This is an optimization exercise on Yosys and OpenROAD, whose aim is small area, not a production implementation. Function was checked by simulation only, so behaviour that the tests miss may differ from the original. No activity file was given, so power comes from the tool's default toggle rates.

==> design/flow/config.mk <==
export PLATFORM = sky130hd
export DESIGN_NAME = mix_core
export DESIGN_NICKNAME = mix_core
export VERILOG_FILES = /design/flow/design.v
export SDC_FILE = /design/flow/constraint.sdc
export NUM_CORES = 4
export LEC_CHECK = 0
export ABC_AREA = 1
export CAP_MARGIN = 20
export CORE_MARGIN = 2
export CORE_UTILIZATION = 55
export PLACE_DENSITY = 0.7
export SLEW_MARGIN = 20
==> design/flow/constraint.sdc <==
create_clock -name core_clock -period 10.0 [get_ports {clk}]
set_input_delay 2.0000 -clock core_clock [delete_from_list [all_inputs] [get_ports {clk}]]
set_output_delay 2.0000 -clock core_clock [all_outputs]
set_load 0.01 [all_outputs]
==> design/flow/design.v <==
module mix_core (
    input  wire        clk,
    input  wire        rst,
    output wire        mem_req,
    output wire        mem_we,
    output wire [11:0] mem_addr,
    output wire [30:0] mem_wdata,
    input  wire        mem_ack,
    input  wire [30:0] mem_rdata,
    output wire        halted,
    output reg  [2:0]  fault_kind,
    output wire [13:0] fault_operand,
    output reg  [11:0] pc,
    output reg         ov,
    output wire [30:0] rA,
    output wire [30:0] rX,
    output wire [12:0] rI1,
    output wire [12:0] rI2,
    output wire [12:0] rI3,
    output wire [12:0] rI4,
    output wire [12:0] rI5,
    output wire [12:0] rI6
);
    localparam [3:0] S_CLEAR = 4'd0;    
    localparam [3:0] S_COPY  = 4'd1;    
    localparam [3:0] S_FETCH = 4'd2;    
    localparam [3:0] S_INC   = 4'd3;    
    localparam [3:0] S_FOP   = 4'd4;    
    localparam [3:0] S_EA    = 4'd5;    
    localparam [3:0] S_READ  = 4'd6;    
    localparam [3:0] S_PRE   = 4'd7;    
    localparam [3:0] S_EXEC  = 4'd8;    
    localparam [3:0] S_NEG   = 4'd9;    
    localparam [3:0] S_WRITE = 4'd10;   
    localparam [3:0] S_HALT  = 4'd11;
    reg [3:0]  st;
    reg [2:0]  bitc;
    reg [3:0]  byc;
    reg [29:0] a_m;  reg a_s;
    reg [29:0] x_m;  reg x_s;
    reg [11:0] i1_m, i2_m, i3_m, i4_m, i5_m, i6_m;
    reg        i1_s, i2_s, i3_s, i4_s, i5_s, i6_s;
    reg [29:0] wb_m; reg wb_s;    
    reg [13:0] fo;                
    reg [11:0] ir;                
    reg        f_a, f_b, f_c;     
    assign rA  = {a_s, a_m};
    assign rX  = {x_s, x_m};
    assign rI1 = {i1_s, i1_m};
    assign rI2 = {i2_s, i2_m};
    assign rI3 = {i3_s, i3_m};
    assign rI4 = {i4_s, i4_m};
    assign rI5 = {i5_s, i5_m};
    assign rI6 = {i6_s, i6_m};
    assign fault_operand = fo;
    assign halted    = (st == S_HALT);
    assign mem_addr  = fo[11:0];
    assign mem_wdata = {wb_s, wb_m};
    wire fo_bad = fo[13] | fo[12] | ((&fo[11:7]) & (fo[6] | fo[5]));
    wire s_clear = (st == S_CLEAR);
    wire s_copy  = (st == S_COPY);
    wire s_fetch = (st == S_FETCH);
    wire s_inc   = (st == S_INC);
    wire s_fop   = (st == S_FOP);
    wire s_ea    = (st == S_EA);
    wire s_read  = (st == S_READ);
    wire s_pre   = (st == S_PRE);
    wire s_exec  = (st == S_EXEC);
    wire s_neg   = (st == S_NEG);
    wire s_write = (st == S_WRITE);
    assign mem_req = ((s_fetch | s_read) & ~fo_bad) | s_write;
    assign mem_we  = s_write;
    wire end14 = (byc == 4'd2) & (bitc == 3'd1);
    wire end12 = (byc == 4'd1) & (bitc == 3'd5);
    wire end30 = (byc == 4'd4) & (bitc == 3'd5);
    wire end60 = (byc == 4'd9) & (bitc == 3'd5);
    wire lo2   = (byc < 4'd2);    
    wire [2:0] fl = ir[11:9];
    wire [2:0] fr = ir[8:6];
    wire [5:0] c  = ir[5:0];
    wire lz      = (fl == 3'd0);
    wire is_ar   = (c == 6'd1) | (c == 6'd2);
    wire is_sub  = c[1];
    wire is_ld   = (c[5:3] == 3'b001) | (c[5:3] == 3'b010);
    wire is_ldn  = (c[5:3] == 3'b010);
    wire is_st   = (c[5:3] == 3'b011) | (c == 6'd32) | (c == 6'd33);
    wire known   = is_ar | is_ld | is_st;
    wire st_zero = c[5];
    wire [2:0] dsel = is_ar ? 3'd0 : c[2:0];
    wire half    = (dsel != 3'd0) & (dsel != 3'd7);
    wire st_half = is_st & ((half & ~st_zero) | (c == 6'd32));
    wire [2:0] fs = lz ? 3'd1 : fl;
    wire [2:0] fk = (lz & (fr == 3'd0)) ? 3'd0 : (fr - fs + 3'd1);
    wire f_bad_ir = (fr > 3'd5) | (fl > fr);
    wire [3:0] db  = 4'd5 - {1'b0, fr};
    wire [3:0] eb  = 4'd6 - {1'b0, fs};
    wire [3:0] dwb = db + ((half & ~is_ar) ? 4'd2 : 4'd5);
    wire lt_d  = byc < db;
    wire lt_e  = byc < eb;
    wire lt_dw = byc < dwb;
    wire [2:0] idx = s_ea ? wb_m[14:12] : dsel;
    reg  src_b, src_s;
    always @(*) begin
        case (idx)
            3'd0: begin src_b = a_m[0];  src_s = a_s;  end
            3'd1: begin src_b = i1_m[0]; src_s = i1_s; end
            3'd2: begin src_b = i2_m[0]; src_s = i2_s; end
            3'd3: begin src_b = i3_m[0]; src_s = i3_s; end
            3'd4: begin src_b = i4_m[0]; src_s = i4_s; end
            3'd5: begin src_b = i5_m[0]; src_s = i5_s; end
            3'd6: begin src_b = i6_m[0]; src_s = i6_s; end
            default: begin src_b = x_m[0]; src_s = x_s; end
        endcase
    end
    wire i_nz  = |wb_m[17:12];
    wire ea_ma = lo2 & wb_m[18];
    wire ea_mb = lo2 & i_nz & src_b;
    wire ea_a  = ea_ma ^ (wb_s & f_a);
    wire ea_b  = ea_mb ^ (i_nz & src_s & f_b);
    wire ea_s  = ea_a ^ ea_b ^ f_c;
    wire ea_c  = (ea_a & ea_b) | (f_c & (ea_a | ea_b));
    wire sa    = lz & a_s;
    wire sb    = (lz & wb_s) ^ is_sub;
    wire diff  = sa ^ sb;
    wire ad_a  = lt_e & a_m[0];
    wire ad_b  = (lt_e & wb_m[0]) ^ diff;
    wire ad_s  = ad_a ^ ad_b ^ f_c;
    wire ad_c  = (ad_a & ad_b) | (f_c & (ad_a | ad_b));
    wire adding = s_exec & ~lt_d & lt_dw;
    wire newbit = s_neg ? (a_m[0] ^ f_c) :
                  s_exec ? (is_ar ? ad_s : (lt_e & wb_m[0])) : 1'b0;
    wire rot    = s_ea | (s_exec & (is_st | lt_d));
    wire ex_en  = s_exec & (is_st ? (~st_zero & ~lt_d & lt_dw) : lt_dw);
    wire ea_en  = s_ea & lo2 & i_nz;
    wire en_a   = s_clear | s_neg | (ex_en & (dsel == 3'd0));
    wire en_x   = s_clear | (ex_en & (dsel == 3'd7));
    wire en_i1  = s_clear | ((ex_en | ea_en) & (idx == 3'd1));
    wire en_i2  = s_clear | ((ex_en | ea_en) & (idx == 3'd2));
    wire en_i3  = s_clear | ((ex_en | ea_en) & (idx == 3'd3));
    wire en_i4  = s_clear | ((ex_en | ea_en) & (idx == 3'd4));
    wire en_i5  = s_clear | ((ex_en | ea_en) & (idx == 3'd5));
    wire en_i6  = s_clear | ((ex_en | ea_en) & (idx == 3'd6));
    wire ld_sign = lz & (wb_s ^ is_ldn);
    wire ad_sign = (diff & ~f_c) ? sb : ((f_a | (f_c & ~diff)) ? sa : 1'b0);
    wire kbit = ((bitc == 3'd0) & fk[0]) | ((bitc == 3'd1) & fk[1]) |
                ((bitc == 3'd2) & fk[2]);
    wire fop_b = (byc == 4'd0) &
                 ((fault_kind == 3'd2) ? wb_m[12] :
                  (fault_kind == 3'd4) ? wb_m[0] :
                  f_bad_ir ? wb_m[6] : kbit);
    wire r_ibad = (mem_rdata[17:15] != 3'd0) | (&mem_rdata[14:12]);
    wire r_fbad = (mem_rdata[8:6] > 3'd5) | (mem_rdata[11:9] > mem_rdata[8:6]);
    wire wb_en_hi = s_ea ? lo2 : ((s_exec & (byc < 4'd5)) | s_fop);
    wire wb_en_lo = (s_exec & (byc < 4'd5)) | s_fop;
    wire wb_in    = s_ea ? wb_m[18] :
                    ((s_exec & is_st & ~lt_d & lt_e) ? (~st_zero & src_b) : wb_m[0]);
    reg [3:0] st_n;
    always @(*) begin
        st_n = st;
        case (st)
            S_CLEAR: if (end30) st_n = S_COPY;
            S_COPY:  if (end14) st_n = S_FETCH;
            S_FETCH: if (fo_bad) st_n = S_HALT;
                     else if (mem_ack) st_n = (r_ibad | r_fbad) ? S_FOP : S_INC;
            S_INC:   if (end12) st_n = (~known | (st_half & (fk > 3'd2))) ? S_FOP : S_EA;
            S_FOP:   if (end14) st_n = S_HALT;
            S_EA:    if (end14) st_n = S_READ;
            S_READ:  if (fo_bad) st_n = S_HALT;
                     else if (mem_ack) st_n = S_PRE;
            S_PRE:   st_n = S_EXEC;
            S_EXEC:  if (end60) st_n = is_st ? S_WRITE :
                                      ((is_ar & diff & ~f_c) ? S_NEG : S_COPY);
            S_NEG:   if (end30) st_n = S_COPY;
            S_WRITE: if (mem_ack) st_n = S_COPY;
            default: st_n = S_HALT;
        endcase
    end
    always @(posedge clk) begin
        if (rst) begin
            st   <= S_CLEAR;
            bitc <= 3'd0;
            byc  <= 4'd0;
        end else begin
            st <= st_n;
            if (st_n != st) begin
                bitc <= 3'd0;
                byc  <= 4'd0;
            end else if (bitc == 3'd5) begin
                bitc <= 3'd0;
                byc  <= byc + 4'd1;
            end else begin
                bitc <= bitc + 3'd1;
            end
        end
    end
    always @(posedge clk) begin
        if (s_fetch & fo_bad)
            fault_kind <= 3'd1;
        else if (s_fetch & mem_ack)
            fault_kind <= r_ibad ? 3'd2 : 3'd3;
        else if (s_inc)
            fault_kind <= known ? 3'd3 : 3'd4;
        else if (s_read)
            fault_kind <= 3'd1;
    end
    always @(posedge clk) begin
        if (st_n != st) begin
            f_a <= 1'b0;
            f_b <= 1'b0;
            f_c <= s_pre & diff;
        end else if (s_inc) begin
            f_c <= f_c | ~pc[0];
        end else if (s_ea) begin
            f_a <= f_a | ea_ma;
            f_b <= f_b | ea_mb;
            f_c <= ea_c;
        end else if (adding) begin
            f_a <= f_a | ad_s;
            f_c <= ad_c;
        end else if (s_neg) begin
            f_c <= f_c | a_m[0];
        end
    end
    always @(posedge clk) begin
        if (s_copy)
            fo <= {lo2 & pc[0], fo[13:1]};
        else if (s_ea)
            fo <= {ea_s, fo[13:1]};
        else if (s_fop)
            fo <= {fop_b, fo[13:1]};
    end
    always @(posedge clk) begin
        if (s_clear)
            pc <= {1'b0, pc[11:1]};
        else if (s_copy & lo2)
            pc <= {pc[0], pc[11:1]};
        else if (s_inc)
            pc <= {pc[0] ^ ~f_c, pc[11:1]};
    end
    always @(posedge clk) begin
        if (s_fetch & mem_ack)
            ir <= mem_rdata[11:0];
    end
    always @(posedge clk) begin
        if ((s_fetch | s_read) & mem_ack) begin
            wb_m <= mem_rdata[29:0];
            wb_s <= mem_rdata[30];
        end else begin
            if (wb_en_hi)
                wb_m[29:18] <= {wb_in, wb_m[29:19]};
            if (wb_en_lo)
                wb_m[17:0] <= {wb_m[18], wb_m[17:1]};
            if (s_pre & is_st & lz)
                wb_s <= ~st_zero & src_s;
        end
    end
    always @(posedge clk) begin
        if (s_clear)
            ov <= 1'b0;
        else if (s_exec & end60 & is_ar & ~diff & f_c)
            ov <= 1'b1;
    end
    always @(posedge clk) begin
        if (en_a) a_m <= {(rot ? a_m[0] : newbit), a_m[29:1]};
        if (en_x) x_m <= {(rot ? x_m[0] : newbit), x_m[29:1]};
        if (en_i1) i1_m <= {(rot ? i1_m[0] : newbit), i1_m[11:1]};
        if (en_i2) i2_m <= {(rot ? i2_m[0] : newbit), i2_m[11:1]};
        if (en_i3) i3_m <= {(rot ? i3_m[0] : newbit), i3_m[11:1]};
        if (en_i4) i4_m <= {(rot ? i4_m[0] : newbit), i4_m[11:1]};
        if (en_i5) i5_m <= {(rot ? i5_m[0] : newbit), i5_m[11:1]};
        if (en_i6) i6_m <= {(rot ? i6_m[0] : newbit), i6_m[11:1]};
    end
    wire ld_pre = s_pre & is_ld;
    always @(posedge clk) begin
        if (s_clear) begin
            a_s <= 1'b0; x_s <= 1'b0;
            i1_s <= 1'b0; i2_s <= 1'b0; i3_s <= 1'b0;
            i4_s <= 1'b0; i5_s <= 1'b0; i6_s <= 1'b0;
        end else begin
            if ((ld_pre & (dsel == 3'd0)) | (s_exec & end60 & is_ar))
                a_s <= ld_pre ? ld_sign : ad_sign;
            if (ld_pre & (dsel == 3'd7)) x_s  <= ld_sign;
            if (ld_pre & (dsel == 3'd1)) i1_s <= ld_sign;
            if (ld_pre & (dsel == 3'd2)) i2_s <= ld_sign;
            if (ld_pre & (dsel == 3'd3)) i3_s <= ld_sign;
            if (ld_pre & (dsel == 3'd4)) i4_s <= ld_sign;
            if (ld_pre & (dsel == 3'd5)) i5_s <= ld_sign;
            if (ld_pre & (dsel == 3'd6)) i6_s <= ld_sign;
        end
    end
endmodule
==> design/flow/run.sh <==
#!/bin/bash
# synth_recipe.tcl (not shown) runs the flow's synth.tcl, then flattens the netlist and writes it again
# the make line also repeats each setting of config.mk as NAME=value (left out here)
make -C /OpenROAD-flow-scripts/flow DESIGN_CONFIG=/design/flow/config.mk WORK_HOME=/design/flow/orfs CLKGATE_MAP_FILE= SYNTH_SCRIPT=/design/flow/synth_recipe.tcl finish
==> impl_metrics.yaml <==
yosys:
  synth_mux_area_frac: 0
  synth_ff_type: "edfxtp_1"
  yosysSeqAreaShare: 0.6446
  yosysTopAreaCell: "edfxtp_1"
  postSynthNetCount: 980
  netlist_area_sq_um: 10170
  yosys.cell_count.top_type: "nand2_1"
  synthAdderAreaFrac: 0.04527
  synthDominantCellAreaShare: 0.5934
  synth_compound_area_frac: 0.04958
  synthCells: 911
  ys_types: 48
  synth_edf_count: 201
  synth_seq_cells: 227
  ys_async_sr_fraction: 0
  synthTopCellsByCount: "222 x nand2_1, 201 x edfxtp_1, 80 x inv_1"
  synth_top_family_by_area: "simple AND/OR/NAND/NOR gates"
  yosysWarnings: 1
  avgSynthCellArea_sq_um: 11.16
  synthXorXnorAreaFrac: 0.007750
  synthSimpleGateAreaFrac: 0.1933
  synthTopCellsByArea: "edfxtp_1 59%, nand2_1 8.2%, dfxtp_1 5.1%, ha_1 3.9%, inv_1 3.0%"
setup_path:
  critPathLaunchType: "flip-flop"
  crit_required_ns: 10.14
  crit_fanout: 12
  path_class: "flip-flop to flip-flop"
  endpoint_kind: "flip-flop"
  critPathArrivalTime_ns: 5.02
final_layout:
  multi_input_area_sq_um: 3057
  diodes: 0
  n_fill_cell: 1282
  final_util: 0.7505
  syn2layout_area_growth_pct: 33.01
  layout-drive-gt1-share: 0.09137
  seqCellArea_sq_um: 6556
  nets: 1223
timing:
  worst_slew_pin_slew_ns: 1.059
  fmax_ghz: 0.2051
  slew_viol_final: 0
  setup_viol_count_final: 0
  finalCriticalPeriod_ns: 4.877
  clock_skew_ns: 0.01541
  finalCritPeriodShare: 0.4877
  rsz0062_at_grt: "no"
  timing.setup.tns_ns: 0
  hold_violations: 0
  slew_headroom: 0.2897
clocking:
  ctsHoldBuffers: 0
  htreeDepth: 1
  numCtsBuffers: 23
  cts_tree: "built"
  cts_buffer_depth: 3
  cts_setup_buffers: 0
  root_buffer: "clkbuf_16"
  clk_pin_slew_ns: 0.06
  post_cts_resized: 0
  clk_latency_ns: 0.53
  cts_sinks: 227
drt:
  routedWlPerCell_um: 18.19
  vias: 7589
  ant_nets: 0
  avgViaCountPerCell: 5.421
  drc_errors: 0
  drtIter0Drc: 568
  drt_first_pass_iters: 5
  wirelength_um: 25460
power:
  ir_worst_vdd_uv: 295.6
  leakage_nw: 5.567
  p_total_w: 0.003198
  p_per_area_nw_per_um2: 236.4
global_routing:
  overflow: 0
  grt_pass1_wl_um: 40280
  grt_pass1_vias: 7349
  antenna_found_initial: 0
  grt_max_degree: 35
  track_usage: 0.2586
floorplanning:
  start_util: 0.5643
  row_count: 49
  core_sq_um: 18020
  ios: 250
  fp.dieH_um: 140.0
  dieWidth_um: 140.0
  fp.dieArea_sq_um: 19600
placed_design:
  portBuffers: 249
  hpwlAfterDp_um: 18890
  place_congestion: 0.9545
status:
  status: "timing/DRC/antenna clean"
run:
  maxCapViolCount: 0
hold_path:
  hold_class: "flip-flop to flip-flop"
-- where the power goes --
part           internal [W]  total [W]  leakage (nW)  switching [W]
sequential          0.00137    0.00154          2.39       0.000163
combinational      0.000452   0.000812          2.81       0.000360
clock              0.000492   0.000848         0.359       0.000356
-- critical path, stage by stage, from the launching register on --
cell      delay (ns)
edfxtp_1        0.51
nor2_2          0.24
nor2_4          0.07
nand2_4         0.13
nand2_1         0.11
nand2_1         0.12
inv_1           0.06
nor2_1          0.24
inv_1           0.12
ha_1            0.22
fa_1            0.49
inv_1           0.05
ha_1            0.25
a21boi_0        0.11
o21ai_0         0.17
nand2_1         0.07
nand2_1         0.11
nand3_2         0.12
o21ai_2         0.19
nor2_1          0.20
o31ai_2         0.89
-- through the flow --
| step | cells | setup WS (ns) | hold slack (ns) | area (sq um) |
|---|---|---|---|---|
| floorplan | 911 | 5.552 | 0.4332 | 10170 |
| global placement | 1358 | 5.279 | 0.4293 | 12760 |
| detailed placement | 1358 | 5.144 | 0.4335 | 12770 |
| CTS | 1400 | 5.131 | 0.4484 | 13520 |
| global route | 1400 | 4.678 | 0.4582 | 13530 |
| finish | 1400 | 5.123 | 0.4477 | 13530 |
-- path summary, 6_finish.rpt --
kind	from	to	cells after the start	slack (ns)
setup / recovery	ir[1]$_DFFE_PP_	i2_m[6]$_DFFE_PP_	20	5.12
hold / removal	a_m[27]$_DFFE_PP_	a_m[26]$_DFFE_PP_	0	0.45
setup reg to reg	ir[1]$_DFFE_PP_	i2_m[6]$_DFFE_PP_	20	5.12
hold reg to reg	a_m[27]$_DFFE_PP_	a_m[26]$_DFFE_PP_	0	0.45
-- flip-flops by register name (all words and copies together) (netlist names), 3 cells and up --
signal / flops
a_m: 30
bitc: 3
byc: 4
fault_kind: 3
fo: 14
i1_m: 12
i2_m: 12
i3_m: 12
i4_m: 12
i5_m: 12
i6_m: 12
ir: 12
pc: 12
st: 4
wb_m: 30
x_m: 30
-- final cells by class --
cell class / instances / share of cell area
well taps: 229 / 0.02118
clock buffers: 36 / 0.04985
repair buffers: 252 / 0.1859
flip-flops and latches: 227 / 0.4846
clock inverters: 6 / 0.005457
inverters: 96 / 0.02701
multi-input cells: 554 / 0.2260
-- cell usage in the layout (no fill, tap or decap), types with 4 or more instances in the layout --
cell,Yosys,routed
clkbuf_16,0,23
nand3b_1,4,4
nor2_1,70,68
nor3_1,12,12
nor2_4,9,9
nand2_2,9,9
xor2_1,7,7
edfxtp_1,201,201
clkdlybuf4s50_1,0,249
inv_1,80,80
clkbuf_8,0,5
nor2_2,7,9
nor3_2,4,4
o31ai_2,0,5
nand3_2,6,6
ha_1,32,32
clkbuf_1,7,8
nand2_1,222,222
nand4_1,18,18
dfxtp_1,26,26
o21ai_0,30,29
a21oi_1,30,30
nand3_1,50,50
inv_2,13,13
nand2_4,4,4
-- cells by family (layout without fill, tap and decap cells) --
logic type / Yosys count / count (layout)
XOR/XNOR: 9 / 9
adder cells (fa/ha/maj): 35 / 35
AO/OA/AOI/OAI: 87 / 87
flip-flops: 227 / 227
buffers and inverters: 130 / 390
AND/OR/NAND/NOR: 423 / 423
-- per-layer routing --
metal | part of all wire | wire length [um] | GRT usage | up-vias
met5 | 0 | 0 | 0 | -
met4 | 0.027 | 694 | 0.07211 | 0
met3 | 0.086 | 2197 | 0.05402 | 49
met2 | 0.46 | 11590 | 0.4118 | 361
met1 | 0.43 | 10970 | 0.3656 | 3588
li1 | - | - | - | 3591

afterwards: timing with drivers on the ports:
How much do the figures lean on ideal ports? The routed layout below was timed once more, with nothing changed but the port constraints.
Step 1, drivers: a clkbuf_16 drives clk and a buf_2 each remaining input, both assumed.
Step 2 also shifts input and output timing later by t, the mid clock arrival at the registers, as if the neighbouring blocks saw the same clock.
a / b / c = ideal / step 1 / step 2; a / b = the first two.
t (ns): 0.564
setup WS [ns]: 5.123 / 5.123 / 5.119
worst setup path after step 2: input to register
After both steps setup and hold are still met in this run. The setup slack of this run moves by 0.000 ns with the drivers and by -0.004 ns with both steps.
